Source: an optimization exercise on an open RTL-to-GDS flow (aim: small area, a short achievable clock period and few clock cycles). Production flows keep margins and buffers that such runs may drop. Where RTL was checked, it was by simulation tests only, not by an equivalence proof against the original. Function not checked in runs 1 to 6: the RTL went through the layout flow alone. Power is estimated from default activity; no workload was simulated.

File: flow/design.v
module msr_ring (
    input  wire        clk,
    input  wire        rst,
    input  wire        cmd_valid,
    output wire        cmd_ready,
    input  wire [1:0]  cmd_op,
    input  wire [15:0] cmd_arg,
    output reg         rsp_valid,
    output reg  [15:0] rsp_data
);
    localparam RING_CAP = 32;
    localparam R        = 2;             
    localparam NSTEP    = 16 / R;
    localparam OP_PUSH  = 2'd0;
    localparam OP_AVG   = 2'd1;
    localparam OP_SLOT  = 2'd2;
    localparam OP_CUR   = 2'd3;
    reg [15:0]   sr [0:RING_CAP-1];      
    reg [4:0]    cur;
    reg          full;                   
    reg [20:0]   sum;                    
    reg          v1;
    reg [1:0]    op1;
    reg [15:0]   arg1;
    reg          push;                   
    reg          ready;
    assign cmd_ready = ready;
    wire accept = cmd_valid & ready & ~rst;
    reg          busy;
    reg [4:0]    rem;
    reg [2:0]    step;
    reg [6:0]    cur3;                   
    integer i;
    wire [4:0]  cur_nx  = cur + {4'd0, push};
    wire        full_nx = full | (push & (cur == 5'd31));
    reg  [3:0]  pos_lo;
    reg  [7:0]  pos_hi;
    wire [4:0]  pos_nx = cur_nx + ~cmd_arg[4:0];
    reg  [15:0] slot_val;
    integer j, k;
    always @* begin
        slot_val = 16'd0;
        for (j = 0; j < 8; j = j + 1)
            for (k = 0; k < 4; k = k + 1)
                slot_val = slot_val | ({16{pos_hi[j] & pos_lo[k]}} & sr[4*j+k]);
    end
    reg  [16:0] delta;
    wire [20:0] sum_nx  = push ? sum + {{4{delta[16]}}, delta} : sum;
    wire [15:0] old_p   = (full | (cur == 5'd31)) ? sr[RING_CAP-2] : 16'd0;
    wire [15:0] old_n   = full ? sr[RING_CAP-1] : 16'd0;
    wire [16:0] delta_p = {1'b0, cmd_arg} - {1'b0, old_p};
    wire [16:0] delta_n = {1'b0, cmd_arg} - {1'b0, old_n};
    wire [6:0]  t  = {rem, sum[15:14]};
    wire [7:0]  e1 = {1'b0, t} - {3'b0, cur};
    wire [7:0]  e2 = {1'b0, t} - {2'b0, cur, 1'b0};
    wire [7:0]  e3 = {1'b0, t} - {1'b0, cur3};
    wire        g1 = ~e1[7];
    wire        g2 = ~e2[7];
    wire        g3 = ~e3[7];
    wire [4:0]  drem = g3 ? e3[4:0] : g2 ? e2[4:0] : g1 ? e1[4:0] : t[4:0];
    wire [1:0]  dq   = {g2, g3 | (g1 & ~g2)};
    always @(posedge clk) begin
        if (push) begin
            for (i = RING_CAP - 1; i > 0; i = i - 1)
                sr[i] <= sr[i-1];
            sr[0] <= arg1;
        end
    end
    wire start_div = accept & (cmd_op == OP_AVG) & ~full_nx & (cur_nx != 5'd0);
    always @(posedge clk) begin
        arg1 <= cmd_arg;
        delta <= push ? delta_p : delta_n;
        pos_lo  <= 4'd1 << pos_nx[1:0];
        pos_hi  <= (full_nx | (cmd_arg[4:0] < cur_nx)) ? 8'd1 << pos_nx[4:2] : 8'd0;
        op1  <= cmd_op;
        rem  <= start_div ? sum_nx[20:16] : drem;
        step <= start_div ? 3'd0 : step + 3'd1;
        if (busy)
            rsp_data <= {rsp_data[15-R:0], dq};
        else
            case (op1)
                OP_PUSH: rsp_data <= 16'd0;
                OP_AVG:  rsp_data <= sum[20:5];      
                OP_SLOT: rsp_data <= slot_val;
                default: rsp_data <= {11'd0, cur};
            endcase
        if (rst) begin
            v1        <= 1'b0;
            push      <= 1'b0;
            ready     <= 1'b1;
            cur       <= 5'd0;
            cur3      <= 7'd0;
            full      <= 1'b0;
            sum       <= 21'd0;
            busy      <= 1'b0;
            rsp_valid <= 1'b0;
        end else begin
            v1   <= accept;
            push <= accept & (cmd_op == OP_PUSH) & (cmd_arg != 16'd0);
            cur  <= cur_nx;
            if (push)
                cur3 <= cur3 + 7'd3;
            full <= full_nx;
            if (busy)
                sum <= {sum[20:16], sum[15-R:0], sum[15:16-R]};
            else
                sum <= sum_nx;
            if (busy && step == NSTEP - 2)
                ready <= 1'b1;
            if (busy && step == NSTEP - 1)
                busy <= 1'b0;
            if (start_div) begin
                busy  <= 1'b1;
                ready <= 1'b0;
            end
            rsp_valid <= busy ? (step == NSTEP - 1) : v1;
        end
    end
endmodule
File: flow/flow/run.sh
#!/bin/bash
# Layout flow: the standard flow (standard synthesis included), with the
# port buffers made plain buffers (buf_4) instead of the delay cells that
# buffer_ports otherwise picks. Each step's log stays in orfs/logs; make's
# own output goes to make_flow.log here.
set -euo pipefail
export BUFFER_PORTS_ARGS="-buffer_cell sky130_fd_sc_hd__buf_4"
bash standard.sh > make_flow.log 2>&1
File: flow/standard.sh
#!/bin/bash
# synth_recipe.tcl (not shown) runs the flow's synth.tcl, then flattens the netlist and writes it again
# the make line also repeats each setting of config.mk as NAME=value (left out here)
make -C /OpenROAD-flow-scripts/flow DESIGN_CONFIG=/design/flow/config.mk WORK_HOME=/design/flow/orfs CLKGATE_MAP_FILE= SYNTH_SCRIPT=/design/flow/synth_recipe.tcl "${@:-finish}"
File: flow/config.mk
export PLATFORM = sky130hd
export DESIGN_NAME = msr_ring
export DESIGN_NICKNAME = msr_ring
export VERILOG_FILES = /design/flow/design.v
export SDC_FILE = /design/flow/constraint.sdc
export NUM_CORES = 4
export LEC_CHECK = 0
export ABC_CLOCK_PERIOD_IN_PS = 3000
export CAP_MARGIN = 20
export CORE_MARGIN = 2
export CORE_UTILIZATION = 60
export CTS_CLUSTER_DIAMETER = 120
export CTS_CLUSTER_SIZE = 24
export SETUP_SLACK_MARGIN = 5
export SLEW_MARGIN = 20
File: flow/constraint.sdc
create_clock -name core_clock -period 8.0 [get_ports {clk}]
set_input_delay 1.6000 -clock core_clock [delete_from_list [all_inputs] [get_ports {clk}]]
set_output_delay 1.6000 -clock core_clock [all_outputs]
set_load 0.01 [all_outputs]
==> results of run 1 <==
Yosys cell counts (12+ instances only):
| library cell | n |
|---|---|
| a22oi_1 | 155 |
| nand3_1 | 97 |
| a21oi_1 | 88 |
| ha_1 | 67 |
| a222oi_1 | 44 |
| nand4_1 | 17 |
| xor2_1 | 14 |
| o21ai_0 | 50 |
| a211oi_1 | 25 |
| inv_1 | 56 |
| nand2_1 | 82 |
| buf_1 | 22 |
| nand2b_1 | 14 |
| clkbuf_1 | 74 |
| nor2b_1 | 24 |
| xnor2_1 | 32 |
| a22o_1 | 34 |
| nor2_1 | 62 |
| o21a_1 | 12 |
| a221oi_1 | 14 |
| nor3_1 | 16 |
| edfxtp_1 | 512 |
| a31oi_1 | 26 |
| dfxtp_1 | 110 |
per-layer routing:
metal  global-route usage  vias up  part of all wire
li1                     -     7034                 -
met1                0.418     7959              0.43
met2                0.451      719              0.47
met3               0.0323       74             0.080
met4               0.0611        0             0.020
met5                    0        -                 0
worst paths after layout:
path | slack (ns) | from | endpoint
max | 5.03 | cmd_arg[2] | delta[12]
max reg2reg | 5.06 | cur[3] | delta[12]
min | 0.41 | arg1[4] | sr[0][4]
min reg2reg | 0.41 | arg1[4] | sr[0][4]
cell families (layout without fill, tap and decap cells):
group | Yosys count | after routing
multiplexers | 11 | 11
AO/OA/AOI/OAI | 516 | 516
AND/OR/NAND/NOR | 348 | 348
adder cells (fa/ha/maj) | 73 | 73
buffers and inverters | 160 | 192
XOR/XNOR | 46 | 46
flip-flops | 622 | 622
cell type report:
type                            instances  share of cell area
Sequential cell                       622               0.647
Multi-Input combinational cell        994               0.264
Clock buffer                           52              0.0298
Timing Repair Buffer                   81              0.0260
Tap cell                              532              0.0245
Inverter                               58             0.00832
Clock inverter                          1            0.000138
repair_timing:
action / 4_1_cts / 5_1_grt
hold endpoints to repair: 0 / 0
buffers inserted: 8 / 15
endpoints found under the setup margin: 317 / 14
gates resized for setup: 12 / 23
pin swaps: 2 / 13
placed cells by master, fill, tap and decap left out, types with 12 or more instances in the layout:
cell type	synthesis	layout
a211oi_1	25	22
a21oi_1	88	86
a221oi_1	14	14
a222oi_1	44	44
a22o_1	34	34
a22oi_1	155	153
a31oi_1	26	24
buf_4	0	73
clkbuf_1	74	23
clkbuf_16	0	29
dfxtp_1	110	89
dfxtp_2	0	17
edfxtp_1	512	512
ha_1	67	61
inv_1	56	51
nand2_1	82	81
nand2b_1	14	13
nand3_1	97	96
nand4_1	17	17
nor2_1	62	59
nor2b_1	24	21
nor3_1	16	16
o21a_1	12	12
o21ai_0	50	44
xnor2_1	32	29
xor2_1	14	13
state kept, by name, summed over array words and instances, names as in the netlist, 5 cells and up:
| signal | flops |
|---|---|
| rem | 5 |
| arg1 | 16 |
| cur3 | 7 |
| sr | 512 |
| sum | 21 |
| delta | 17 |
| rsp_data | 16 |
| pos_hi | 8 |
| cur | 5 |
power groups by stage:
stage | Clock, uW | Sequential (uW) | Combinational [uW]
after floorplan | 0 | 3700 | 432
after global placement | 0 | 3720 | 611
after detailed placement | 0 | 3720 | 630
after CTS | 1700 | 3650 | 637
after global routing | 1800 | 3660 | 715
final | 1660 | 3650 | 652
per-stage QoR:
step            util  area [um^2]
3_5_place_dp   0.633        26000
6_report       0.662        27200
4_1_cts        0.656        27000
2_1_floorplan      -        25300
5_1_grt        0.662        27200
3_3_place_gp   0.633        26000
worst max-delay path: cells and delay by family:
kind	cells	cell delay (ns)
buffers and inverters	1	0.15
adders and majority gates	1	0.25
AOI/OAI and AO/OA	5	1.18
and+or+nand+nor	1	0.15
xor gates and xnor gates	1	0.15
==> results.ini, run 1 <==
[outcome]
status = no timing/DRC/antenna violations

[global_routing]
grt-ovfl-total = 0
grt_pass1_wl_mm = 92.4
grt_max_degree = 212
grt.total_usage = 0.280
grt_antenna_before_repair = 0
grt_pass1_vias = 14932

[die]
io_pins = 39
rows = 74
fp.dieW_um = 209
start_util = 0.611
die_h_um = 209
die_area_um2 = 43500
fp.coreArea_um2 = 41100

[synth]
synth_edf_count = 512
ys_seq_area_frac = 0.700
syn_nets = 1870
synth_top_area_cell = edfxtp_1
yosys.cell_types.count = 74
yosys.area.top_type_share = 0.612
ys.flop_type = edfxtp_1
synth_xor_area_frac = 0.0160
synth_top_family_by_area = compound AO/OA/AOI/OAI gates
synth_mux_area_frac = 0.00448
ys_warn_count = 2
synthCells = 1776
synth_area_leaders = edfxtp_1 61%, dfxtp_1 8.8%, a22oi_1 4.6%, ha_1 3.3%, nand3_1 1.9%
syn_area_um2 = 25100
async_flop_share = 0
synth-seq-cells = 622
synth_compound_area_frac = 0.149
synth-simple-area-share = 0.0681
avgSynthCellArea_um2 = 14.1
synth_fa_ha_area_frac = 0.0382

[cts]
clk_latency_ns = 0.62
cts_root_buffer = clkbuf_16
clock_sinks = 622
ctsHoldBuffers = 0
clkTransAtPathRegs_ns = 0.11
cts_tree = built
cts_buffers = 29
h-tree-depth = 1
clockBufferDepth = 3

[sta]
worst_slew_pin_slew_ns = 1.05
tns_ns = 0
fin_skew_ns = 0.0301
timing.final.crit_share = 0.371
clock.fmax_ghz = 0.337
hold_ws_ns = 0.412
finalWorstSetupSlack_ns = 5.03
period_needed_ns = 2.97
timing.slew.headroom = 0.297
setup_violations = 0
slew_viol_final = 0
finalHoldViolCount = 0
rsz0062_at_grt = true

[place]
dp_slack_ns = 4.25
dp_hpwl_mm = 39.3
routabilityCongestion = 0.887
dp_cells = 2263
port_buffers = 38

[power_and_ir_drop]
sw_frac_of_total = 0.243
cellPowerDensity_nw_per_um2 = 219
combPwrFrac = 0.109
pwr-share-seq = 0.612
p_sw_uw = 1450
pwr-share-clk = 0.278
finalPower_uw = 5960
ir_drop_mv = 0.250
p_leak_uw = 0.00893
p_int_uw = 4510

[worst_setup_path]
crit_chain = buf_4 -> ha_4 -> nor2b_2 -> o21ai_2 -> a21boi_2 -> o41a_1 -> o31ai_4 -> a21oi_1 -> xor2_1
critPathKind = primary input to register
cp.arrival_ns = 3.47
r2r_cells = 13
cpPeakStageDelay_ns = 0.44
cp-end-kind = register
startpoint_type = primary input
critPathMaxFanout = 5
cp.required_ns = 8.50
slowest_stage = o41a_1

[final_layout]
final_cell_count_no_fill = 2340
fin_nets = 1880
multiInputGateArea_um2 = 7180
ff_latch_area_um2 = 17600
antenna_cells = 0
drive_gt1_frac = 0.106
synthToLayoutAreaGrowth_pct = 8.31
nFillCells = 2952

[route]
drc = 0
ant_nets = 0
firstDrtPassIters = 5
dr_total_vias = 15786
wl_mm = 62.3
wl_per_cell_um = 26.6
avgViaCountPerCell = 6.75
dr.first_iter.drc_count = 2036

[hold_path]
min_path_type = register to register
min_path_cells = 0

[flow_run]
maxCapViolCount = 0

==> run 2, diff against run 1 <==
--- a/flow/config.mk
+++ b/flow/config.mk
@@ -8,7 +8,8 @@
 export ABC_CLOCK_PERIOD_IN_PS = 3000
 export CAP_MARGIN = 20
 export CORE_MARGIN = 2
-export CORE_UTILIZATION = 60
+export CORE_UTILIZATION = 40
+export CTS_BUF_LIST = sky130_fd_sc_hd__clkbuf_8 sky130_fd_sc_hd__clkbuf_16
 export CTS_CLUSTER_DIAMETER = 120
 export CTS_CLUSTER_SIZE = 24
 export SETUP_SLACK_MARGIN = 5
==> run 2 against run 1 <==
Net effect: total power shrank 0.30%; die area is 49% higher; register-to-register slack better by 0.03 ns; synthesized area stayed put; synthesized cell count is the same; flip-flop and latch count is the same; hold slack got worse by 0.00064 ns; still clean on timing, DRC and antenna; sequential share of layout area is 0.86 points lower; first-iteration DRC count fell by 15%; largest cell class unchanged.
==> results.ini, run 2 <==
[synth]
synth_compound_area_frac = 0.149  ; unchanged
ys_seq_area_frac = 0.700  ; unchanged
synth_fa_ha_area_frac = 0.0382  ; unchanged
ys_warn_count = 2  ; unchanged
syn_area_um2 = 25100  ; unchanged
yosys.cell_types.count = 74  ; unchanged
synth-seq-cells = 622  ; unchanged
async_flop_share = 0  ; unchanged
synth_xor_area_frac = 0.0160  ; unchanged
synth_area_leaders = edfxtp_1 61%, dfxtp_1 8.8%, a22oi_1 4.6%, ha_1 3.3%, nand3_1 1.9%
synth_top_area_cell = edfxtp_1
synthCells = 1776  ; unchanged
ys.flop_type = edfxtp_1
yosysMostFrequentCell = edfxtp_1
synth_edf_count = 512  ; unchanged
yosys.area.top_type_share = 0.612  ; unchanged
synth-simple-area-share = 0.0681  ; unchanged
avgSynthCellArea_um2 = 14.1  ; unchanged
synth_common_cells = 512 x edfxtp_1, 155 x a22oi_1, 110 x dfxtp_1
synth_top_family_by_area = compound AO/OA/AOI/OAI gates
syn_nets = 1870  ; unchanged
synth_mux_area_frac = 0.00448  ; unchanged

[global_routing]
grt.total_usage = 0.192  ; -0.0888
grt_pass1_wl_mm = 94.9  ; +2.7%
grt-ovfl-total = 0  ; unchanged
grt_antenna_before_repair = 1  ; +1
grt_max_degree = 211  ; -0.47%
grt_pass1_vias = 15607  ; +4.5%

[sta]
finalHoldViolCount = 0  ; unchanged
setup_violations = 0  ; unchanged
period_needed_ns = 2.97  ; +0.000670 ns
rsz0062_at_grt = true
clock.fmax_ghz = 0.337  ; about the same
hold_ws_ns = 0.411  ; -0.000644 ns
timing.slew.headroom = 0.282  ; -0.0150
fin_skew_ns = 0.0294  ; -0.000675 ns
worst_slew_pin_slew_ns = 1.08  ; +0.0290 ns
timing.final.crit_share = 0.371  ; about the same
finalWorstSetupSlack_ns = 5.03  ; -0.000670 ns
slew_viol_final = 0  ; unchanged
tns_ns = 0  ; unchanged

[cts]
h-tree-depth = 1  ; unchanged
ctsHoldBuffers = 0  ; unchanged
cts_buffers = 29  ; unchanged
clk_latency_ns = 0.62  ; about the same
clock_sinks = 622  ; unchanged
clkTransAtPathRegs_ns = 0.09  ; -0.02 ns
clockBufferDepth = 3  ; unchanged
cts_tree = built
cts_root_buffer = clkbuf_16

[flow_run]
maxCapViolCount = 0  ; unchanged

[worst_setup_path]
critPathMaxFanout = 3  ; -2
reg2reg_slack_ns = 5.09  ; +0.03 ns
cpPeakStageDelay_ns = 0.47  ; +0.03 ns
cp.required_ns = 8.49  ; about the same
critPathKind = primary input to register
cp.arrival_ns = 3.45  ; -0.02 ns
crit_chain = buf_8 -> inv_4 -> ha_4 -> fa_2 -> nor2b_2 -> o21ai_2 -> a21boi_2 -> o41a_1 -> o31ai_4 -> a21oi_2 -> xor2_1
slowest_stage = o41a_1
cp-end-kind = register
startpoint_type = primary input

[final_layout]
nFillCells = 5576  ; +89%
largest_reg_flops = 512  ; unchanged
multiInputGateArea_um2 = 7190  ; +0.14%
ff_latch_area_um2 = 17600  ; about the same
final_common_cell = edfxtp_1
reg.largest.list = sr (512), sum (21), delta (17)
final_cell_mix = 512 x edfxtp_1, 153 x a22oi_1, 96 x nand3_1
synthToLayoutAreaGrowth_pct = 9.85
design_area_um2 = 27600  ; +1.4%
regMostFlops = sr
drive_gt1_frac = 0.104  ; -0.00187
fin_nets = 1874  ; -0.32%

[power_and_ir_drop]
finalPower_uw = 5940  ; -0.30%
ir_drop_mv = 0.157  ; -37%
p_leak_uw = 0.00901  ; +0.86%
cellPowerDensity_nw_per_um2 = 215  ; -1.7%

[route]
dr_total_vias = 15875  ; +0.56%
wl_per_cell_um = 24.0  ; -9.9%
ant_nets = 0  ; unchanged
drc = 0  ; unchanged
firstDrtPassIters = 7  ; +2
avgViaCountPerCell = 6.01  ; -11%
dr.first_iter.drc_count = 1727  ; -15%
wl_mm = 63.3  ; +1.6%

[place]
dp_hpwl_mm = 39.5  ; +0.33%
routabilityCongestion = 0.862  ; -2.8%
dp_slack_ns = 3.85  ; -0.399 ns
dpl_cell_area_um2 = 26400  ; +1.4%
port_buffers = 38  ; unchanged

[die]
start_util = 0.406  ; -0.206
die_area_um2 = 64800  ; +49%
die_h_um = 255  ; +22%
rows = 91  ; +23%
io_pins = 39  ; unchanged
fp.coreArea_um2 = 61900  ; +51%
fp.dieW_um = 255  ; +22%

[outcome]
status = no timing/DRC/antenna violations

[hold_path]
min_path_type = register to register

[run 2: cell counts after synthesis]
Identical to the previous run, type by type.
[run 2: metrics by stage]
step,std cells,utilization
2_1_floorplan,1776,-
3_3_place_gp,2568,0.426
3_5_place_dp,2568,0.426
4_1_cts,2626,0.441
5_1_grt,2640,0.446
6_report,2640,0.446
[run 2: layout make-up]
class	instances	share of cell area
flip-flops and latches	622	0.639
multi-input cells	994	0.261
well taps	837	0.0379
clock buffers	29	0.0263
repair buffers	75	0.0248
inverters	58	0.00843
clock inverters	24	0.00326
diodes	1	0.0000907
[run 2: path summary, 6_finish.rpt]
path / end / depth (start not counted) / from
hold / removal: sr[0][14] / 0 / arg1[14]
hold reg to reg: sr[0][14] / 0 / arg1[14]
setup / recovery: delta[14] / 11 / cmd_arg[0]
setup reg to reg: delta[14] / 13 / cur[4]
[run 2: cell families after synthesis]
logic type | count (synthesis)
and+or+nand+nor | 348
AOI/OAI and AO/OA | 516
buffers and inverters | 160
muxes | 11
adders and majority gates | 73
xor gates and xnor gates | 46
DFF | 622
[run 2: critical path, delay by kind of cell]
| kind | cells | cell delay, ns |
|---|---|---|
| fa+ha+maj | 2 | 0.35 |
| xor+xnor | 1 | 0.15 |
| buf+inv | 2 | 0.16 |
| compound gates | 5 | 1.12 |
| simple gates | 1 | 0.05 |
[run 2: power by group]
part	switching (uW)	internal (uW)	total, uW
logic	388	258	646
registers	90.6	3560	3650
clock network	981	663	1640
[run 2: what timing repair did]
item / CTS / global route
gates cloned: 1 / 2
setup buffers: 4 / 10
pin swaps: 1 / 14
endpoints found under the setup margin: 127 / 98
gates resized for setup: 13 / 32
[run 2: layer usage]
layer | track usage | up-vias | share of wire
li1 | - | 7023 | -
met1 | 0.283 | 8038 | 0.44
met2 | 0.285 | 690 | 0.43
met3 | 0.0251 | 124 | 0.077
met4 | 0.0790 | 0 | 0.046
met5 | 0 | - | 0
==> run 3, diff against run 2 <==
==> flow/flow/run.sh (replaced) <==
#!/bin/bash
# Layout flow: the standard flow (standard synthesis included), with the
# port buffers made plain buffers (buf_4) instead of the delay cells that
# buffer_ports otherwise picks, and timing repair aimed at a tighter setup
# margin. Each step's log stays in orfs/logs; make's own output goes to
# make_flow.log here.
set -euo pipefail
export BUFFER_PORTS_ARGS="-buffer_cell sky130_fd_sc_hd__buf_4"
export SETUP_SLACK_MARGIN=5.25
bash standard.sh > make_flow.log 2>&1
--- a/flow/config.mk
+++ b/flow/config.mk
@@ -9,8 +9,6 @@
 export CAP_MARGIN = 20
 export CORE_MARGIN = 2
 export CORE_UTILIZATION = 40
-export CTS_BUF_LIST = sky130_fd_sc_hd__clkbuf_8 sky130_fd_sc_hd__clkbuf_16
 export CTS_CLUSTER_DIAMETER = 120
 export CTS_CLUSTER_SIZE = 24
-export SETUP_SLACK_MARGIN = 5
 export SLEW_MARGIN = 20
==> run 3 against run 2 <==
Net effect: still clean on timing, DRC and antenna; sequential share of layout area shrank 0.79 points; worst setup slack gained 0.061 ns; global-route usage grew 0.24 points; clock power is essentially flat; sequential power is essentially flat; clock skew grew 0.0017 ns; cell count grew 0.68%; critical path type unchanged; critical endpoint unchanged; largest cell class unchanged; highest routed layer unchanged.
==> results.ini, run 3 <==
[outcome]
status = no timing/DRC/antenna violations

[sta]
rsz0062_at_grt = true
slew_viol_final = 0  ; unchanged
fin_skew_ns = 0.0311  ; +0.00171 ns
finalHoldViolCount = 0  ; unchanged
timing.slew.headroom = 0.311  ; +0.0286
period_needed_ns = 2.91  ; -0.0612 ns
tns_ns = 0  ; unchanged
worst_slew_pin_slew_ns = 1.03  ; -0.0429 ns
clock.fmax_ghz = 0.344  ; +2.1%
setup_violations = 0  ; unchanged
timing.final.crit_share = 0.363  ; -0.00765

[power_and_ir_drop]
pwr-share-seq = 0.610  ; -0.005
p_leak_uw = 0.00903  ; +0.30%
p_sw_uw = 1460  ; +0.34%
ir_drop_mv = 0.155  ; -1.5%
combPwrFrac = 0.111  ; +0.002
cellPowerDensity_nw_per_um2 = 214  ; -0.55%
sw_frac_of_total = 0.244  ; -0.00104
p_int_uw = 4530  ; +0.91%
pwr-share-clk = 0.279  ; +0.002

[synth]
ys_warn_count = 2  ; unchanged
yosysMostFrequentCell = edfxtp_1
synthCells = 1776  ; unchanged
avgSynthCellArea_um2 = 14.1  ; unchanged
syn_area_um2 = 25100  ; unchanged
yosys.cell_types.count = 74  ; unchanged
synth_area_leaders = edfxtp_1 61%, dfxtp_1 8.8%, a22oi_1 4.6%, ha_1 3.3%, nand3_1 1.9%
async_flop_share = 0  ; unchanged
synth_top_area_cell = edfxtp_1
syn_nets = 1870  ; unchanged
synth_edf_count = 512  ; unchanged
ys_seq_area_frac = 0.700  ; unchanged
synth-seq-cells = 622  ; unchanged
synth_common_cells = 512 x edfxtp_1, 155 x a22oi_1, 110 x dfxtp_1
yosys.area.top_type_share = 0.612  ; unchanged
ys.flop_type = edfxtp_1

[worst_setup_path]
cp.required_ns = 8.49  ; about the same
startpoint_type = primary input
cp-endpoint = delta[14]
cp.arrival_ns = 3.40  ; -0.05 ns
reg2reg_slack_ns = 5.17  ; +0.08 ns
cp-end-kind = register
reg2reg_from = cur[0]
r2r_cells = 13  ; unchanged
crit_chain = buf_8 -> inv_4 -> ha_4 -> fa_2 -> nor2b_2 -> o21ai_2 -> a21boi_2 -> o41a_1 -> o31ai_4 -> a21oi_2 -> xor2_1
critPathMaxFanout = 3  ; unchanged
worstSetupStartpoint = cmd_arg[0]
rr_endpoint = delta[14]
critPathKind = primary input to register
cpPeakStageDelay_ns = 0.39  ; -0.08 ns
slowest_stage = o41a_1

[cts]
clock_sinks = 622  ; unchanged
clockBufferDepth = 3  ; unchanged
cts_buffers = 29  ; unchanged
h-tree-depth = 1  ; unchanged
clkTransAtPathRegs_ns = 0.09  ; about the same
cts_root_buffer = clkbuf_16
cts_tree = built
clk_latency_ns = 0.62  ; about the same
ctsHoldBuffers = 0  ; unchanged

[final_layout]
synthToLayoutAreaGrowth_pct = 11.3
final_common_cell = edfxtp_1
nFillCells = 5554  ; -0.39%
fin_nets = 1891  ; +0.91%
final_cell_count_no_fill = 2658  ; +0.68%
largest_reg_flops = 512  ; unchanged
multiInputGateArea_um2 = 7340  ; +2.2%
reg.largest.list = sr (512), sum (21), delta (17)
drive_gt1_frac = 0.130  ; +0.0260
final_cell_mix = 512 x edfxtp_1, 151 x a22oi_1, 96 x nand3_1
regMostFlops = sr
utilization = 0.451  ; +0.00590
ff_latch_area_um2 = 17600  ; about the same

[global_routing]
grt.total_usage = 0.194  ; +0.00240
grt_max_degree = 211  ; unchanged
grt_antenna_before_repair = 1  ; unchanged
grt_pass1_vias = 15663  ; +0.36%
grt_pass1_wl_mm = 96.0  ; +1.1%
grt-ovfl-total = 0  ; unchanged

[route]
drc = 0  ; unchanged
dr_total_vias = 15877  ; +0.013%
wl_mm = 63.4  ; +0.15%
dr.first_iter.drc_count = 1791  ; +3.7%
ant_nets = 0  ; unchanged
avgViaCountPerCell = 5.97  ; -0.66%
firstDrtPassIters = 8  ; +1
wl_per_cell_um = 23.9  ; -0.53%

[place]
port_buffers = 38  ; unchanged
dp_hpwl_mm = 39.5  ; unchanged
dp_cells = 2568  ; unchanged
routabilityCongestion = 0.862  ; unchanged

[die]
start_util = 0.406  ; unchanged
fp.coreArea_um2 = 61900  ; unchanged
fp.dieW_um = 255  ; unchanged
rows = 91  ; unchanged
die_h_um = 255  ; unchanged
die_area_um2 = 64800  ; unchanged
io_pins = 39  ; unchanged

[flow_run]
maxCapViolCount = 0  ; unchanged

[hold_path]
min_path_type = register to register

[run 3: per-layer routing]
layer  global-route usage  wire length, um  up-vias
met1                0.288            28500     8023
met5                    0                0        -
met2                0.295            28200      686
li1                     -                -     7058
met3               0.0226             4490      110
met4               0.0680             2260        0
[run 3: area by class of cell]
| class | count | area share |
|---|---|---|
| antenna | 2 | 0.000179 |
| clock buffer | 52 | 0.0290 |
| clock inverter | 1 | 0.000134 |
| inverter | 58 | 0.00855 |
| multi-input combinational | 994 | 0.263 |
| sequential | 622 | 0.631 |
| tap | 837 | 0.0375 |
| timing repair buffer | 92 | 0.0312 |
[run 3: through the flow]
| stage | cell area (um^2) | hold WS [ns] | setup WS [ns] | total power [uW] |
|---|---|---|---|---|
| 3_5_place_dp | 26400 | 0.390 | 3.85 | 4340 |
| 6_report | 28000 | 0.412 | 5.09 | 5990 |
| 5_1_grt | 28000 | 0.421 | 4.97 | 6220 |
| 2_1_floorplan | 25300 | 0.386 | 1.91 | 4130 |
| 4_1_cts | 27600 | 0.411 | 5.16 | 6020 |
| 3_3_place_gp | 26400 | 0.387 | 3.95 | 4330 |
[run 3: timing repair]
item                       CTS  global route
setup endpoints to repair  184            33
gates resized for setup     56            42
pin swaps                   16            32
cloned                       3             0
setup buffers               17            14
[run 3: kinds of logic (layout without fill, tap and decap cells)]
family | count (synthesis) | count (layout) | synth area share
adders and majority gates | 73 | 73 | 0.0382
other | 0 | 2 | 0
xor gates and xnor gates | 46 | 46 | 0.0160
and+or+nand+nor | 348 | 348 | 0.0681
AOI/OAI and AO/OA | 516 | 516 | 0.149
buffers and inverters | 160 | 203 | 0.0250
DFF | 622 | 622 | 0.700
muxes | 11 | 11 | 0.00448
[run 3: worst min path at each step]
stage                           end  depth (start not counted)      from  slack (ns)
final                      sr[0][9]                          0   arg1[9]        0.41
after detailed placement   sr[0][3]                          0   arg1[3]        0.39
after floorplan            sr[0][0]                          0   arg1[0]        0.39
after global placement    sr[0][11]                          0  arg1[11]        0.39
after global routing      sr[0][10]                          0  arg1[10]        0.42
after CTS                 sr[0][14]                          0  arg1[14]        0.41
[run 3: power groups by stage]
stage / clock network [uW] / logic [uW] / registers [uW]
finish: 1670 / 663 / 3650
global route: 1820 / 728 / 3660
CTS: 1720 / 643 / 3650
detailed placement: 0 / 617 / 3730
global placement: 0 / 605 / 3730
floorplan: 0 / 432 / 3700
[run 3: critical path, delay by kind of cell]
| family | cells | cell delay [ns] |
|---|---|---|
| fa+ha+maj | 2 | 0.36 |
| buf+inv | 2 | 0.16 |
| compound gates | 5 | 1.07 |
| simple gates | 1 | 0.05 |
| xor+xnor | 1 | 0.15 |
==> run 4, diff against run 3 <==
--- a/flow/design.v
+++ b/flow/design.v
@@ -18,6 +18,7 @@
     reg [15:0]   sr [0:RING_CAP-1];      
     reg [4:0]    cur;
     reg          full;                   
+    reg          full_p;                 
     reg [20:0]   sum;                    
     reg          v1;
     reg [1:0]    op1;
@@ -46,7 +47,7 @@
     end
     reg  [16:0] delta;
     wire [20:0] sum_nx  = push ? sum + {{4{delta[16]}}, delta} : sum;
-    wire [15:0] old_p   = (full | (cur == 5'd31)) ? sr[RING_CAP-2] : 16'd0;
+    wire [15:0] old_p   = full_p ? sr[RING_CAP-2] : 16'd0;
     wire [15:0] old_n   = full ? sr[RING_CAP-1] : 16'd0;
     wire [16:0] delta_p = {1'b0, cmd_arg} - {1'b0, old_p};
     wire [16:0] delta_n = {1'b0, cmd_arg} - {1'b0, old_n};
@@ -91,6 +92,7 @@
             cur       <= 5'd0;
             cur3      <= 7'd0;
             full      <= 1'b0;
+            full_p    <= 1'b0;
             sum       <= 21'd0;
             busy      <= 1'b0;
             rsp_valid <= 1'b0;
@@ -101,6 +103,7 @@
             if (push)
                 cur3 <= cur3 + 7'd3;
             full <= full_nx;
+            full_p <= full_nx | (cur_nx == 5'd31);
             if (busy)
                 sum <= {sum[20:16], sum[15-R:0], sum[15:16-R]};
             else
==> run 4 against run 3 <==
Net effect: first-iteration DRC count rose by 7.8%; sequential share of layout area down 0.63 points; non-clock buffer count is 1 lower; hold slack hardly changed; via count is 2.6% higher; combinational power up 12%.
==> results.ini, run 4 <==
[worst_setup_path]
rr_endpoint = delta[14]
critPathKind = primary input to register
cp.arrival_ns = 3.44  ; +0.04 ns
reg2reg_slack_ns = 5.24  ; +0.07 ns
cp_top_family = compound AO/OA/AOI/OAI gates
path_buf_inv = 2  ; unchanged
r2r_cells = 10  ; -3
worstSetupStartpoint = cmd_arg[0]
startpoint_type = primary input
slowest_stage = o41a_1
reg2reg_from = push
cp-end-kind = register
cp.required_ns = 8.52  ; +0.03 ns
critPathMaxFanout = 3  ; unchanged
cpMostUsedCell = o221a_4
crit_chain = buf_12 -> clkinv_8 -> ha_4 -> fa_2 -> nor2b_2 -> o21ai_2 -> a21boi_2 -> o41a_1 -> o221a_4 -> o221a_4 -> xor2_1
cpPeakStageDelay_ns = 0.35  ; -0.04 ns

[die]
die_area_um2 = 65500  ; +1.1%
rows = 92  ; +1.1%
die_h_um = 256  ; +0.54%
start_util = 0.403  ; -0.00222
io_pins = 39  ; unchanged
fp.coreArea_um2 = 63000  ; +1.7%
fp.dieW_um = 256  ; +0.54%

[synth]
async_flop_share = 0  ; unchanged
yosys.area.top_type_share = 0.605  ; -0.00666
yosysMostFrequentCell = edfxtp_1
avgSynthCellArea_um2 = 14.1  ; -0.25%
synth_top_area_cell = edfxtp_1
ys_warn_count = 2  ; unchanged
synth_area_leaders = edfxtp_1 61%, dfxtp_1 8.7%, a22oi_1 4.1%, ha_1 3.3%, a21oi_1 1.9%
syn_area_um2 = 25400  ; +1.1%
synthCells = 1800  ; +1.4%
ys.flop_type = edfxtp_1
syn_nets = 1894  ; +1.3%
synth_common_cells = 512 x edfxtp_1, 139 x a22oi_1, 111 x dfxtp_1
synth-seq-cells = 623  ; +0.16%
yosys.cell_types.count = 86  ; +16%
ys_seq_area_frac = 0.693  ; -0.00683
synth_edf_count = 512  ; unchanged

[sta]
tns_ns = 0  ; unchanged
finalHoldViolCount = 0  ; unchanged
worst_slew_pin_slew_ns = 1.05  ; +0.0148 ns
timing.slew.headroom = 0.301  ; -0.00986
period_needed_ns = 2.93  ; +0.0202 ns
setup_violations = 0  ; unchanged
clock.fmax_ghz = 0.342  ; -0.69%
slew_viol_final = 0  ; unchanged
timing.final.crit_share = 0.366  ; +0.00252
fin_skew_ns = 0.0151  ; -0.0160 ns
hold_ws_ns = 0.412  ; -0.000362 ns
rsz0062_at_grt = true

[final_layout]
synthToLayoutAreaGrowth_pct = 11.2
drive_gt1_frac = 0.129  ; -0.000797
final_cell_mix = 512 x edfxtp_1, 138 x a22oi_1, 90 x a21oi_1
fin_nets = 1909  ; +0.95%
final_cell_count_no_fill = 2685  ; +1.0%
reg.largest.list = sr (512), sum (21), delta (17)
largest_reg_flops = 512  ; unchanged
regMostFlops = sr
nFillCells = 5584  ; +0.54%
final_common_cell = edfxtp_1

[power_and_ir_drop]
p_leak_uw = 0.00898  ; -0.58%
finalPower_uw = 6090  ; +1.7%
pwr-share-clk = 0.278  ; about the same
cellPowerDensity_nw_per_um2 = 216  ; +0.72%
sw_frac_of_total = 0.249  ; +0.00437
p_int_uw = 4580  ; +1.1%
pwr-share-seq = 0.600  ; -0.010
combPwrFrac = 0.121  ; +0.010
p_sw_uw = 1520  ; +3.5%
ir_drop_mv = 0.169  ; +9.6%

[route]
wl_per_cell_um = 24.8  ; +3.8%
drc = 0  ; unchanged
dr_total_vias = 16283  ; +2.6%
firstDrtPassIters = 9  ; +1
dr.first_iter.drc_count = 1931  ; +7.8%
avgViaCountPerCell = 6.06  ; +1.5%
ant_nets = 0  ; unchanged
wl_mm = 66.5  ; +4.9%

[global_routing]
grt_antenna_before_repair = 2  ; +1
grt.total_usage = 0.196  ; +0.00250
grt_busiest_layer = met1
grt_use_met3 = 0.0349  ; +0.0123
met2_usage = 0.293  ; -0.00172
grt_pass1_wl_mm = 99.6  ; +3.8%
grt-ovfl-total = 0  ; unchanged
grt_max_degree = 95  ; -55%
grt_pass1_vias = 15806  ; +0.91%
use_met1 = 0.295  ; +0.00656

[place]
routabilityCongestion = 0.876  ; +1.6%
port_buffers = 38  ; unchanged
dp_cells = 2602  ; +1.3%
dp_hpwl_mm = 40.7  ; +3.2%

[cts]
clock_sinks = 623  ; +0.16%
ctsHoldBuffers = 0  ; unchanged
clockBufferDepth = 3  ; unchanged
cts_root_buffer = clkbuf_16
h-tree-depth = 1  ; unchanged
cts_buffers = 29  ; unchanged
clkTransAtPathRegs_ns = 0.09  ; about the same
clk_latency_ns = 0.62  ; about the same
cts_tree = built

[hold_path]
min_path_cells = 0  ; unchanged
worstHoldStart = arg1[12]
hold_end = sr[0][12]
min_path_type = register to register

[flow_run]
maxCapViolCount = 0  ; unchanged

[outcome]
status = no timing/DRC/antenna violations

run 4: how the worst max path moves through the flow:
stage | endpoint | slack (ns) | depth (start not counted)
global placement | sr[3][6] | 4.05 | 3
finish | delta[14] | 5.07 | 11
CTS | delta[14] | 5.16 | 11
detailed placement | sr[4][6] | 3.89 | 3
floorplan | delta[14] | 1.81 | 13
global route | delta[16] | 5.05 | 11
run 4: cells by family (layout without fill, tap and decap cells):
kind of cell,after synthesis,in the layout,synth area share
other cells,0,1,0
xor+xnor,43,43,0.0151
simple gates,335,335,0.0654
flops,623,623,0.693
fa+ha+maj,73,73,0.0377
compound gates,551,551,0.160
mux,11,11,0.00448
buf+inv,164,202,0.0249
run 4: through the flow:
step / setup WS, ns / area [um^2] / util
after global placement: 4.05 / 26700 / 0.424
after global routing: 5.05 / 28200 / 0.448
after CTS: 5.16 / 28000 / 0.445
after detailed placement: 3.89 / 26700 / 0.424
final: 5.07 / 28200 / 0.448
after floorplan: 1.81 / 25600 / -
run 4: power groups by stage:
stage	combinational, uW	clock (uW)	sequential (uW)
5_1_grt	812	1840	3670
4_1_cts	724	1740	3650
3_3_place_gp	680	0	3730
3_5_place_dp	694	0	3730
2_1_floorplan	479	0	3710
6_report	740	1700	3660
run 4: timing repair:
item | CTS | global route
setup endpoints to repair | 394 | 40
hold endpoints to repair | 0 | 0
buffers inserted | 19 | 8
gates cloned | 1 | 0
resized for setup | 55 | 35
pin swaps | 16 | 9
run 4: area by class of cell:
type	count	area [um^2]	share of cell area
clock buffers	52	812	0.0288
well taps	846	1060	0.0375
multi-input cells	1013	7600	0.269
repair buffers	91	870	0.0308
clock inverters	2	26.3	0.000931
flip-flops and latches	623	17600	0.624
diodes	1	2.50	0.0000886
inverters	57	236	0.00838
run 4: per-layer routing:
metal,vias to the layer above,part of all wire
met1,8265,0.45
met2,730,0.44
met3,107,0.086
li1,7177,-
met5,-,0.00041
met4,4,0.025
==> run 5, diff against run 4 <==
--- a/flow/flow/run.sh
+++ b/flow/flow/run.sh
@@ -6,5 +6,5 @@
 # make_flow.log here.
 set -euo pipefail
 export BUFFER_PORTS_ARGS="-buffer_cell sky130_fd_sc_hd__buf_4"
-export SETUP_SLACK_MARGIN=5.25
+export SETUP_SLACK_MARGIN=5.5
 bash standard.sh > make_flow.log 2>&1
==> run 5 against run 4 <==
Net effect: total power rose by 1.0%; first-iteration DRC count fell by 3.7%; die area did not move; still clean; clock skew barely moved; flip-flop and latch count did not move; synthesized cell count did not move; largest power group unchanged; synthesized area did not move; utilization rose by 1.3 points; highest routed layer unchanged; worst setup slack improved by 0.0015 ns.
==> results.ini, run 5 <==
[power_and_ir_drop]
p_sw_uw = 1540  ; +1.8%
sw_frac_of_total = 0.251  ; +0.00186
finalPower_uw = 6150  ; +1.0%
cellPowerDensity_nw_per_um2 = 212  ; -1.8%
p_int_uw = 4610  ; +0.76%
ir_drop_mv = 0.170  ; +0.41%
p_leak_uw = 0.00924  ; +2.9%
pwr-share-seq = 0.595  ; -0.005
pwr-share-clk = 0.277  ; about the same
combPwrFrac = 0.129  ; +0.008

[worst_setup_path]
crit_chain = buf_12 -> clkinv_8 -> ha_4 -> fa_2 -> nor2b_2 -> o21ai_2 -> a21boi_2 -> o41a_1 -> o221a_4 -> o221a_4 -> xor2_1
critPathKind = primary input to register
cpMostUsedCell = o221a_4
cp-end-kind = register
startpoint_type = primary input
slowest_stage = o41a_1
reg2reg_slack_ns = 5.27  ; +0.03 ns
r2r_cells = 10  ; unchanged
cp.arrival_ns = 3.44  ; about the same
rr_endpoint = delta[14]
cp.required_ns = 8.51  ; about the same
cp_top_family = compound AO/OA/AOI/OAI gates
path_buf_inv = 2  ; unchanged
cpPeakStageDelay_ns = 0.35  ; about the same
reg2reg_from = push
critPathMaxFanout = 3  ; unchanged

[place]
dp_slack_ns = 3.89  ; unchanged
dp_hpwl_mm = 40.7  ; unchanged
routabilityCongestion = 0.876  ; unchanged
dp_cells = 2602  ; unchanged
port_buffers = 38  ; unchanged

[synth]
ys_seq_area_frac = 0.693  ; unchanged
yosysMostFrequentCell = edfxtp_1
yosys.area.top_type_share = 0.605  ; unchanged
async_flop_share = 0  ; unchanged
synthCells = 1800  ; unchanged
synth-simple-area-share = 0.0654  ; unchanged
syn_area_um2 = 25400  ; unchanged
synth_common_cells = 512 x edfxtp_1, 139 x a22oi_1, 111 x dfxtp_1
synth_top_area_cell = edfxtp_1
synth_xor_area_frac = 0.0151  ; unchanged
synth-seq-cells = 623  ; unchanged
synth_fa_ha_area_frac = 0.0377  ; unchanged
avgSynthCellArea_um2 = 14.1  ; unchanged
synth_compound_area_frac = 0.160  ; unchanged
ys.flop_type = edfxtp_1
synth_edf_count = 512  ; unchanged
synth_top_family_by_area = compound AO/OA/AOI/OAI gates
yosys.cell_types.count = 86  ; unchanged
ys_warn_count = 2  ; unchanged
synth_area_leaders = edfxtp_1 61%, dfxtp_1 8.7%, a22oi_1 4.1%, ha_1 3.3%, a21oi_1 1.9%
syn_nets = 1894  ; unchanged
synth_mux_area_frac = 0.00448  ; unchanged

[final_layout]
largest_reg_flops = 512  ; unchanged
final_cell_count_no_fill = 2716  ; +1.2%
nFillCells = 5535  ; -0.88%
final_common_cell = edfxtp_1
synthToLayoutAreaGrowth_pct = 14.3
regMostFlops = sr
reg.largest.list = sr (512), sum (21), delta (17)
drive_gt1_frac = 0.180  ; +0.0507
final_cell_mix = 512 x edfxtp_1, 138 x a22oi_1, 80 x a21oi_1
antenna_cells = 0  ; -1
fin_nets = 1941  ; +1.7%

[sta]
period_needed_ns = 2.93  ; -0.00154 ns
rsz0062_at_grt = true
clock.fmax_ghz = 0.342  ; about the same
slew_viol_final = 0  ; unchanged
timing.final.crit_share = 0.366  ; about the same
timing.slew.headroom = 0.291  ; -0.0104
worst_slew_pin_slew_ns = 1.06  ; +0.0156 ns
setup_violations = 0  ; unchanged
fin_skew_ns = 0.0151  ; -0.0000331 ns
finalWorstSetupSlack_ns = 5.07  ; +0.00154 ns
hold_ws_ns = 0.412  ; +0.0000470 ns
tns_ns = 0  ; unchanged
finalHoldViolCount = 0  ; unchanged

[route]
wl_mm = 67.5  ; +1.5%
firstDrtPassIters = 9  ; unchanged
dr_total_vias = 16496  ; +1.3%
dr.first_iter.drc_count = 1859  ; -3.7%
avgViaCountPerCell = 6.07  ; +0.15%
ant_nets = 0  ; unchanged
wl_per_cell_um = 24.8  ; +0.32%
drc = 0  ; unchanged

[die]
rows = 92  ; unchanged
start_util = 0.403  ; unchanged
io_pins = 39  ; unchanged
die_area_um2 = 65500  ; unchanged
fp.coreArea_um2 = 63000  ; unchanged
die_h_um = 256  ; unchanged
fp.dieW_um = 256  ; unchanged

[cts]
cts_root_buffer = clkbuf_16
clock_sinks = 623  ; unchanged
clkTransAtPathRegs_ns = 0.09  ; about the same
clk_latency_ns = 0.62  ; about the same
cts_buffers = 29  ; unchanged
cts_tree = built
clockBufferDepth = 3  ; unchanged
h-tree-depth = 1  ; unchanged

[global_routing]
grt_pass1_vias = 15970  ; +1.0%
grt_pass1_wl_mm = 100  ; +0.72%
grt_max_degree = 95  ; unchanged
grt-ovfl-total = 0  ; unchanged
grt.total_usage = 0.197  ; +0.000997
grt_antenna_before_repair = 3  ; +1

[hold_path]
hold_end = sr[0][12]
min_path_type = register to register
worstHoldStart = arg1[12]
min_path_cells = 0  ; unchanged

[flow_run]
maxCapViolCount = 0  ; unchanged

[outcome]
status = no timing/DRC/antenna violations

[run 5: cell counts after synthesis]
Identical to the previous run, type by type.
[run 5: repair_timing]
action	in CTS	in global routing
hold buffers	0	0
endpoints found under the setup margin	428	65
gates resized for setup	145	78
pin swaps	29	32
cloned	1	1
setup buffers	32	26
[run 5: area by class of cell]
class	count	area, um^2	area share
well taps	846	1060	0.0365
flip-flops and latches	623	17700	0.608
repair buffers	123	1280	0.0442
clock buffers	52	812	0.0280
inverters	57	244	0.00840
clock inverters	2	26.3	0.000905
multi-input cells	1013	7950	0.274
[run 5: cells by family after synthesis]
kind of cell / Yosys count
AOI/OAI and AO/OA: 551
xor gates and xnor gates: 43
adders and majority gates: 73
buffers and inverters: 164
DFF: 623
muxes: 11
and+or+nand+nor: 335
[run 5: worst register-to-register path, cell delays in order, from the launching register on]
cell and delay, ns:
dfxtp_4 0.37, and2_4 0.23, a22oi_1 0.29, ha_4 0.26, nor2b_2 0.16, o21ai_2 0.18
a21boi_2 0.09, o41a_1 0.35, o221a_4 0.26, o221a_4 0.27, xor2_1 0.14
[run 5: how the worst max path moves through the flow]
| stage | startpoint | endpoint | cells past startpoint |
|---|---|---|---|
| after floorplan | push | delta[14] | 13 |
| after global placement | push | sr[3][6] | 3 |
| after detailed placement | push | sr[4][6] | 3 |
| after CTS | cmd_arg[0] | delta[16] | 11 |
| after global routing | cmd_arg[0] | delta[14] | 11 |
| final | cmd_arg[0] | delta[14] | 11 |
[run 5: power by group through the flow]
stage / registers (uW) / logic (uW) / clock network, uW
after CTS: 3660 / 747 / 1740
after global routing: 3670 / 866 / 1840
after floorplan: 3710 / 479 / 0
final: 3660 / 792 / 1700
after global placement: 3730 / 680 / 0
after detailed placement: 3730 / 694 / 0
[run 5: per-layer routing]
layer	global-route usage	share of wire	vias up	routed length [um]
met4	0.0512	0.025	6	1710
met3	0.0411	0.095	111	6420
met5	0	0.00052	-	35
met1	0.290	0.44	8375	29500
li1	-	-	7241	-
met2	0.298	0.44	763	29900
[run 5: per-stage QoR]
stage               instance area (um^2)   util
floorplan                          25600      -
global placement                   26700  0.424
detailed placement                 26700  0.424
CTS                                28500  0.452
global route                       29000  0.461
finish                             29000  0.461
==> run 6, diff against run 5 <==
--- a/flow/design.v
+++ b/flow/design.v
@@ -18,7 +18,6 @@
     reg [15:0]   sr [0:RING_CAP-1];      
     reg [4:0]    cur;
     reg          full;                   
-    reg          full_p;                 
     reg [20:0]   sum;                    
     reg          v1;
     reg [1:0]    op1;
@@ -47,7 +46,7 @@
     end
     reg  [16:0] delta;
     wire [20:0] sum_nx  = push ? sum + {{4{delta[16]}}, delta} : sum;
-    wire [15:0] old_p   = full_p ? sr[RING_CAP-2] : 16'd0;
+    wire [15:0] old_p   = (full | (cur == 5'd31)) ? sr[RING_CAP-2] : 16'd0;
     wire [15:0] old_n   = full ? sr[RING_CAP-1] : 16'd0;
     wire [16:0] delta_p = {1'b0, cmd_arg} - {1'b0, old_p};
     wire [16:0] delta_n = {1'b0, cmd_arg} - {1'b0, old_n};
@@ -92,7 +91,6 @@
             cur       <= 5'd0;
             cur3      <= 7'd0;
             full      <= 1'b0;
-            full_p    <= 1'b0;
             sum       <= 21'd0;
             busy      <= 1'b0;
             rsp_valid <= 1'b0;
@@ -103,7 +101,6 @@
             if (push)
                 cur3 <= cur3 + 7'd3;
             full <= full_nx;
-            full_p <= full_nx | (cur_nx == 5'd31);
             if (busy)
                 sum <= {sum[20:16], sum[15-R:0], sum[15:16-R]};
             else
==> flow/flow/run.sh (replaced) <==
#!/bin/bash
# Layout flow: the standard flow (standard synthesis included), with the
# port buffers made plain buffers (buf_4) instead of the delay cells that
# buffer_ports otherwise picks. Each step's log stays in orfs/logs; make's
# own output goes to make_flow.log here.
set -euo pipefail
export BUFFER_PORTS_ARGS="-buffer_cell sky130_fd_sc_hd__buf_4"
bash standard.sh > make_flow.log 2>&1
--- a/flow/config.mk
+++ b/flow/config.mk
@@ -9,6 +9,7 @@
 export CAP_MARGIN = 20
 export CORE_MARGIN = 2
 export CORE_UTILIZATION = 40
-export CTS_CLUSTER_DIAMETER = 120
-export CTS_CLUSTER_SIZE = 24
+export CTS_CLUSTER_DIAMETER = 80
+export CTS_CLUSTER_SIZE = 20
+export SETUP_SLACK_MARGIN = 5
 export SLEW_MARGIN = 20
==> run 6 against run 5 <==
Net effect: clock-buffer cell count increased by 13; total power is 2.2% higher; flip-flop and latch count fell by 1; sequential share of layout area increased by 2.4 points; clock power rose by 17%; via count decreased by 3.8%; hold slack got worse by 0.0043 ns; non-clock buffer count down 48; global-route usage is 0.30 points lower; first-iteration DRC count down 4.5%; synthesized cell count decreased by 1.3%; register-to-register slack got worse by 0.22 ns.
==> results.ini, run 6 <==
[synth]
synth_edf_count = 512  ; unchanged
synth_area_leaders = edfxtp_1 61%, dfxtp_1 8.8%, a22oi_1 4.6%, ha_1 3.3%, nand3_1 1.9%
yosysMostFrequentCell = edfxtp_1
synth_top_area_cell = edfxtp_1
synth-seq-cells = 622  ; -0.16%
yosys.cell_types.count = 74  ; -14%
synth_common_cells = 512 x edfxtp_1, 155 x a22oi_1, 110 x dfxtp_1
syn_nets = 1870  ; -1.3%
ys_warn_count = 2  ; unchanged
synthCells = 1776  ; -1.3%
ys_seq_area_frac = 0.700  ; +0.00683
yosys.area.top_type_share = 0.612  ; +0.00666
async_flop_share = 0  ; unchanged
ys.flop_type = edfxtp_1
syn_area_um2 = 25100  ; -1.1%
avgSynthCellArea_um2 = 14.1  ; +0.25%

[sta]
fin_skew_ns = 0.0217  ; +0.00660 ns
finalHoldViolCount = 0  ; unchanged
slew_viol_final = 0  ; unchanged
rsz0062_at_grt = true
finalWorstSetupSlack_ns = 4.99  ; -0.0802 ns
worst_slew_pin_slew_ns = 1.06  ; -0.00163 ns
timing.final.crit_share = 0.376  ; +0.0100
period_needed_ns = 3.01  ; +0.0802 ns
timing.slew.headroom = 0.292  ; +0.00109
tns_ns = 0  ; unchanged
clock.fmax_ghz = 0.333  ; -2.7%
setup_violations = 0  ; unchanged

[die]
die_h_um = 255  ; -0.54%
die_area_um2 = 64800  ; -1.1%
fp.dieW_um = 255  ; -0.54%
start_util = 0.406  ; +0.00222
rows = 91  ; -1.1%
io_pins = 39  ; unchanged
fp.coreArea_um2 = 61900  ; -1.6%

[place]
dp_hpwl_mm = 39.5  ; -3.1%
routabilityCongestion = 0.862  ; -1.6%
dp_cells = 2568  ; -1.3%
dpl_cell_area_um2 = 26400  ; -1.2%
dp_slack_ns = 3.85  ; -0.0380 ns
port_buffers = 38  ; unchanged

[worst_setup_path]
path_buf_inv = 1  ; -1
critPathKind = primary input to register
crit_chain = buf_4 -> ha_1 -> nor2b_1 -> o21ai_0 -> a21boi_1 -> o22a_1 -> a31o_2 -> a211oi_1 -> or3_1
critPathMaxFanout = 6  ; +3
cp_top_family = compound AO/OA/AOI/OAI gates
cpPeakStageDelay_ns = 0.38  ; +0.03 ns
cp.required_ns = 8.46  ; -0.05 ns
slowest_stage = or3_1
startpoint_type = primary input
cp-end-kind = register
cp.arrival_ns = 3.46  ; +0.02 ns

[route]
avgViaCountPerCell = 5.98  ; -1.6%
dr_total_vias = 15863  ; -3.8%
dr.first_iter.drc_count = 1776  ; -4.5%
wl_mm = 63.6  ; -5.7%
firstDrtPassIters = 8  ; -1
drc = 0  ; unchanged
ant_nets = 0  ; unchanged
wl_per_cell_um = 24.0  ; -3.5%

[outcome]
status = no timing/DRC/antenna violations

[cts]
clockBufferDepth = 3  ; unchanged
h-tree-depth = 2  ; +1
cts_root_buffer = clkbuf_16
clk_latency_ns = 0.59  ; -0.03 ns
cts_tree = built
clkTransAtPathRegs_ns = 0.09  ; about the same
cts_buffers = 37  ; +28%
clock_sinks = 622  ; -0.16%

[final_layout]
reg.largest.list = sr (512), sum (21), delta (17)
drive_gt1_frac = 0.109  ; -0.0706
fin_nets = 1882  ; -3.0%
final_cell_mix = 512 x edfxtp_1, 152 x a22oi_1, 96 x nand3_1
design_area_um2 = 27900  ; -4.0%
synthToLayoutAreaGrowth_pct = 10.9
final_common_cell = edfxtp_1
largest_reg_flops = 512  ; unchanged
regMostFlops = sr
final_cell_count_no_fill = 2654  ; -2.3%

[power_and_ir_drop]
finalPower_uw = 6290  ; +2.2%
p_leak_uw = 0.00905  ; -2.1%
cellPowerDensity_nw_per_um2 = 226  ; +6.5%
ir_drop_mv = 0.132  ; -23%

[global_routing]
grt_pass1_wl_mm = 95.9  ; -4.4%
grt_max_degree = 211  ; +120%
use_met1 = 0.286  ; -0.00371
met2_usage = 0.298  ; -0.000835
grt_use_met3 = 0.0233  ; -0.0178
grt.total_usage = 0.194  ; -0.00305
grt-ovfl-total = 0  ; unchanged
grt_pass1_vias = 15618  ; -2.2%
grt_busiest_layer = met2
grt_antenna_before_repair = 1  ; -2

[flow_run]
maxCapViolCount = 0  ; unchanged

[hold_path]
min_path_type = register to register

run 6: cell count changes after synthesis, moves of 10 or more:
cell	change
nand3_1	+26
nand2_1	+19
a22oi_1	+16
a22o_1	-15
nor3_1	-12
nor2_1	-10
run 6: area by class of cell:
class	count	area, um^2
Multi-Input combinational cell	994	7180
Timing Repair Buffer	75	683
Clock inverter	2	28.8
Tap cell	837	1050
Inverter	58	231
Antenna cell	1	2.50
Fill cell	5561	34100
Clock buffer	65	1070
Sequential cell	622	17600
run 6: through the flow:
stage          hold slack, ns   util
6_report                0.408  0.450
5_1_grt                 0.418  0.450
4_1_cts                 0.410  0.446
3_5_place_dp            0.390  0.426
3_3_place_gp            0.387  0.426
2_1_floorplan           0.386      -
run 6: final timing paths:
path / start / end / slack (ns) / cells after the start
max reg2reg: cur[3] / delta[10] / 5.05 / 13
min: arg1[14] / sr[0][14] / 0.41 / 0
min reg2reg: arg1[14] / sr[0][14] / 0.41 / 0
max: cmd_arg[1] / delta[15] / 4.99 / 9
run 6: repair_timing:
action,CTS,global route
pin swaps,2,10
resized for setup,13,27
endpoints found under the setup margin,127,96
buffers inserted,5,9
cloned,1,2
hold buffers,0,0
run 6: logic make-up (layout without fill, tap and decap cells):
group,Yosys count,in the layout,share of synthesized area
flip-flops,622,622,0.700
AO/OA/AOI/OAI,516,516,0.149
AND/OR/NAND/NOR,348,348,0.0681
buffers and inverters,160,200,0.0250
adder cells (fa/ha/maj),73,73,0.0382
XOR/XNOR,46,46,0.0160
multiplexers,11,11,0.00448
other,0,1,0
run 6: report_power, final:
part	internal, uW	total, uW	leakage, uW	switching (uW)
registers	3560	3650	0.00557	90.1
logic	258	642	0.00295	384
clock network	928	1990	0.000526	1070
total	4750	6290	0.00905	1540
run 6: layer usage:
metal  share of wire  vias up
met5               0        -
met4           0.029        0
met3           0.069       78
met2            0.45      602
met1            0.45     8138
li1                -     7045
run 6: worst register-to-register path, stage by stage, from the launching register on:
cell and delay (ns):
dfxtp_4 0.38, and3_2 0.20, a31oi_4 0.11, nor2_4 0.18, a22o_1 0.22, ha_4 0.17, fa_2 0.22, nor2b_2 0.05
o21ai_2 0.17, a21boi_2 0.10, o41a_1 0.43, o31ai_4 0.33, nor2b_4 0.20, xnor2_1 0.07
==> run 7, diff against run 6 <==
--- a/flow/design.v
+++ b/flow/design.v
@@ -35,6 +35,7 @@
     wire        full_nx = full | (push & (cur == 5'd31));
     reg  [3:0]  pos_lo;
     reg  [7:0]  pos_hi;
+    reg         slot_ok;
     wire [4:0]  pos_nx = cur_nx + ~cmd_arg[4:0];
     reg  [15:0] slot_val;
     integer j, k;
@@ -43,6 +44,7 @@
         for (j = 0; j < 8; j = j + 1)
             for (k = 0; k < 4; k = k + 1)
                 slot_val = slot_val | ({16{pos_hi[j] & pos_lo[k]}} & sr[4*j+k]);
+        slot_val = slot_ok ? slot_val : 16'd0;
     end
     reg  [16:0] delta;
     wire [20:0] sum_nx  = push ? sum + {{4{delta[16]}}, delta} : sum;
@@ -71,7 +73,8 @@
         arg1 <= cmd_arg;
         delta <= push ? delta_p : delta_n;
         pos_lo  <= 4'd1 << pos_nx[1:0];
-        pos_hi  <= (full_nx | (cmd_arg[4:0] < cur_nx)) ? 8'd1 << pos_nx[4:2] : 8'd0;
+        pos_hi  <= 8'd1 << pos_nx[4:2];
+        slot_ok <= full_nx | (cmd_arg[4:0] < cur_nx);
         op1  <= cmd_op;
         rem  <= start_div ? sum_nx[20:16] : drem;
         step <= start_div ? 3'd0 : step + 3'd1;
@@ -80,7 +83,7 @@
         else
             case (op1)
                 OP_PUSH: rsp_data <= 16'd0;
-                OP_AVG:  rsp_data <= sum[20:5];      
+                OP_AVG:  rsp_data <= full ? sum[20:5] : 16'd0;
                 OP_SLOT: rsp_data <= slot_val;
                 default: rsp_data <= {11'd0, cur};
             endcase
--- a/flow/config.mk
+++ b/flow/config.mk
@@ -9,7 +9,7 @@
 export CAP_MARGIN = 20
 export CORE_MARGIN = 2
 export CORE_UTILIZATION = 40
-export CTS_CLUSTER_DIAMETER = 80
-export CTS_CLUSTER_SIZE = 20
+export CTS_CLUSTER_DIAMETER = 120
+export CTS_CLUSTER_SIZE = 24
 export SETUP_SLACK_MARGIN = 5
 export SLEW_MARGIN = 20
==> run 7 against run 6 <==
Net effect: combinational power is 14% higher; sequential power about the same; routed wire length up 0.66%; clock-buffer cell count fell by 13; cell area fell by 1.0%; critical endpoint is now delta[16]; highest routed layer is now met5.
==> results.ini, run 7 <==
[power_and_ir_drop]
pwr-share-seq = 0.602  ; +0.021
combPwrFrac = 0.120  ; +0.018
p_int_uw = 4570  ; -3.7%
ir_drop_mv = 0.154  ; +17%
sw_frac_of_total = 0.251  ; +0.00606
pwr-share-clk = 0.278  ; -0.039
p_sw_uw = 1530  ; -0.57%
finalPower_uw = 6100  ; -3.0%
cellPowerDensity_nw_per_um2 = 221  ; -2.0%
p_leak_uw = 0.00902  ; -0.32%

[synth]
avgSynthCellArea_um2 = 14.4  ; +1.9%
ys.flop_type = edfxtp_1
synth_top_area_cell = edfxtp_1
yosys.area.top_type_share = 0.611  ; -0.00103
ys_seq_area_frac = 0.699  ; about the same
yosys.cell_types.count = 77  ; +4.1%
synth_edf_count = 512  ; unchanged
syn_area_um2 = 25200  ; +0.17%
syn_nets = 1840  ; -1.6%
synth-seq-cells = 623  ; +0.16%
synth_area_leaders = edfxtp_1 61%, dfxtp_1 8.8%, a22oi_1 3.7%, ha_1 3.3%, a22o_1 2.1%
synthCells = 1746  ; -1.7%
async_flop_share = 0  ; unchanged
ys_warn_count = 2  ; unchanged
yosysMostFrequentCell = edfxtp_1
synth_common_cells = 512 x edfxtp_1, 123 x a22oi_1, 111 x dfxtp_1

[die]
fp.coreArea_um2 = 61900  ; unchanged
die_h_um = 255  ; about the same
rows = 91  ; unchanged
die_area_um2 = 64900  ; +0.17%
io_pins = 39  ; unchanged
fp.dieW_um = 255  ; about the same
start_util = 0.406  ; +0.000687

[worst_setup_path]
startpoint_type = register
crit_chain = and3_1 -> a31oi_4 -> nor2_4 -> buf_12 -> a22o_4 -> ha_4 -> fa_2 -> nor2b_2 -> o31a_1 -> o21ai_2 -> a22oi_2 -> nand4_1 -> nand2_1 -> a31oi_1
cpPeakStageDelay_ns = 0.38  ; about the same
critPathKind = register to register
cp_top_family = compound AO/OA/AOI/OAI gates
path_buf_inv = 1  ; unchanged
cp-end-kind = register
cp.arrival_ns = 3.44  ; -0.02 ns
slowest_stage = dfxtp_4
cp.required_ns = 8.51  ; +0.05 ns
critPathMaxFanout = 12  ; +6

[sta]
rsz0062_at_grt = true
tns_ns = 0  ; unchanged
timing.final.crit_share = 0.366  ; -0.00938
fin_skew_ns = 0.0381  ; +0.0164 ns
timing.slew.headroom = 0.322  ; +0.0297
worst_slew_pin_slew_ns = 1.02  ; -0.0446 ns
finalHoldViolCount = 0  ; unchanged
slew_viol_final = 0  ; unchanged
period_needed_ns = 2.93  ; -0.0751 ns
setup_violations = 0  ; unchanged
clock.fmax_ghz = 0.341  ; +2.6%

[route]
wl_mm = 64.0  ; +0.66%
dr_total_vias = 15666  ; -1.2%
wl_per_cell_um = 24.6  ; +2.5%
dr.first_iter.drc_count = 1840  ; +3.6%
drc = 0  ; unchanged
avgViaCountPerCell = 6.01  ; +0.54%
ant_nets = 0  ; unchanged
firstDrtPassIters = 6  ; -2

[final_layout]
regMostFlops = sr
fin_nets = 1841  ; -2.2%
final_common_cell = edfxtp_1
synthToLayoutAreaGrowth_pct = 9.61
design_area_um2 = 27600  ; -1.0%
final_cell_mix = 512 x edfxtp_1, 117 x a22oi_1, 92 x nand2_1, 92 x dfxtp_1, 67 x buf_4
final_cell_count_no_fill = 2607  ; -1.8%
utilization = 0.445  ; -0.00461
drive_gt1_frac = 0.107  ; -0.00169
largest_reg_flops = 512  ; unchanged
reg.largest.list = sr (512), sum (21), delta (17)
antenna_cells = 0  ; -1

[cts]
clockBufferDepth = 3  ; unchanged
ctsHoldBuffers = 0  ; unchanged
cts_root_buffer = clkbuf_16
clock_sinks = 623  ; +0.16%
clk_latency_ns = 0.64  ; +0.05 ns
h-tree-depth = 1  ; -1
clkTransAtPathRegs_ns = 0.10  ; about the same
cts_tree = built
cts_buffers = 29  ; -22%

[place]
port_buffers = 38  ; unchanged
dp_cells = 2538  ; -1.2%
routabilityCongestion = 0.856  ; -0.73%
dpl_cell_area_um2 = 26400  ; +0.13%
dp_hpwl_mm = 40.1  ; +1.6%

[outcome]
status = no timing/DRC/antenna violations

[flow_run]
maxCapViolCount = 0  ; unchanged

[global_routing]
grt_pass1_vias = 15223  ; -2.5%
grt_pass1_wl_mm = 96.0  ; +0.13%
grt.total_usage = 0.195  ; about the same
grt_antenna_before_repair = 2  ; +1
grt-ovfl-total = 0  ; unchanged
grt_max_degree = 214  ; +1.4%

[hold_path]
min_path_type = register to register

[run 7: cell families (layout without fill, tap and decap cells)]
logic type | after synthesis | in the layout | synth area share
AO/OA/AOI/OAI | 525 | 525 | 0.157
AND/OR/NAND/NOR | 315 | 315 | 0.0621
flip-flops | 623 | 623 | 0.699
adder cells (fa/ha/maj) | 73 | 73 | 0.0381
XOR/XNOR | 45 | 45 | 0.0157
buffers and inverters | 159 | 183 | 0.0251
multiplexers | 6 | 6 | 0.00249
[run 7: power groups by stage]
stage                     Sequential, uW  Combinational [uW]  Clock (uW)
final                               3670                 729        1700
after global routing                3680                 805        1840
after CTS                           3670                 721        1740
after detailed placement            3750                 711           0
after global placement              3750                 701           0
after floorplan                     3710                 512           0
[run 7: cell type report]
type                            instances  area (um^2)
Fill cell                            5607        34400
Sequential cell                       623        17600
Multi-Input combinational cell        964         7190
Tap cell                              837         1050
Clock buffer                           52          812
Timing Repair Buffer                   74          657
Inverter                               55          219
Clock inverter                          2         26.3
[run 7: stage by stage]
stage	setup slack, ns	hold WS [ns]
after floorplan	1.96	0.386
after global placement	4.20	0.387
after detailed placement	4.22	0.389
after CTS	5.00	0.413
after global routing	4.98	0.424
final	5.07	0.412
[run 7: routing by layer]
| metal | part of all wire | vias to the layer above | GRT usage |
|---|---|---|---|
| li1 | - | 6962 | - |
| met1 | 0.46 | 7969 | 0.294 |
| met2 | 0.45 | 658 | 0.298 |
| met3 | 0.071 | 75 | 0.0246 |
| met4 | 0.023 | 2 | 0.0486 |
| met5 | 0.00020 | - | 0 |
[run 7: repair_timing]
action	CTS	global route
resized for setup	20	18
pin swaps	2	6
gates cloned	0	0
buffers inserted	9	5
endpoints found under the setup margin	48	27
[run 7: worst paths after layout]
kind / end / start / cells past startpoint / slack (ns)
worst max-delay path: delta[16] / cur[4] / 14 / 5.07
worst min-delay path: sr[0][4] / arg1[4] / 0 / 0.41
worst max register to register: delta[16] / cur[4] / 14 / 5.07
worst min register to register: sr[0][4] / arg1[4] / 0 / 0.41
Testbench counts of run 7, summed over its fixed seeds: cycles 8,189.

[static timing again, ports no longer ideal]
In the flow no input, the clock included, has a driving cell. The finished layouts below were timed again as built, in two steps.
Step 1 (the two cells are an assumption about what drives the block):
set clk [get_ports {clk}]
set_driving_cell -lib_cell sky130_fd_sc_hd__clkbuf_16 $clk
set_driving_cell -lib_cell sky130_fd_sc_hd__buf_2 [delete_from_list [all_inputs] $clk]
Step 2 also shifts input and output timing later by t, the mid clock arrival at the registers, as if the neighbouring blocks saw the same clock.
Slacks: ideal / step 1 / step 2; pairs: ideal / step 1.
| run | t (ns) | setup slack, ns | worst hold slack (ns) | latest minus earliest clock arrival (ns) |
|---|---|---|---|---|
| run 1 | 0.663 | 5.033 / 5.061 / 4.406 | 0.412 / 0.412 / 0.412 | 0.032 / 0.033 |
| run 2 | 0.659 | 5.032 / 5.052 / 4.392 | 0.411 / 0.411 / 0.411 | 0.031 / 0.031 |
| run 3 | 0.661 | 5.093 / 5.114 / 4.452 | 0.412 / 0.412 / 0.412 | 0.033 / 0.033 |
| run 4 | 0.669 | 5.073 / 5.084 / 4.414 | 0.412 / 0.412 / 0.412 | 0.016 / 0.017 |
| run 5 | 0.673 | 5.075 / 5.086 / 4.414 | 0.412 / 0.412 / 0.412 | 0.016 / 0.015 |
| run 6 | 0.632 | 4.994 / 5.018 / 4.386 | 0.408 / 0.408 / 0.408 | 0.022 / 0.022 |
| run 7 | 0.678 | 5.070 / 5.070 / 4.531 | 0.412 / 0.412 / 0.412 | 0.042 / 0.043 |
After both steps every run listed still meets setup and hold. The setup slack of run 5, which loses most, moves by +0.011 ns with the drivers and by -0.661 ns with both steps.
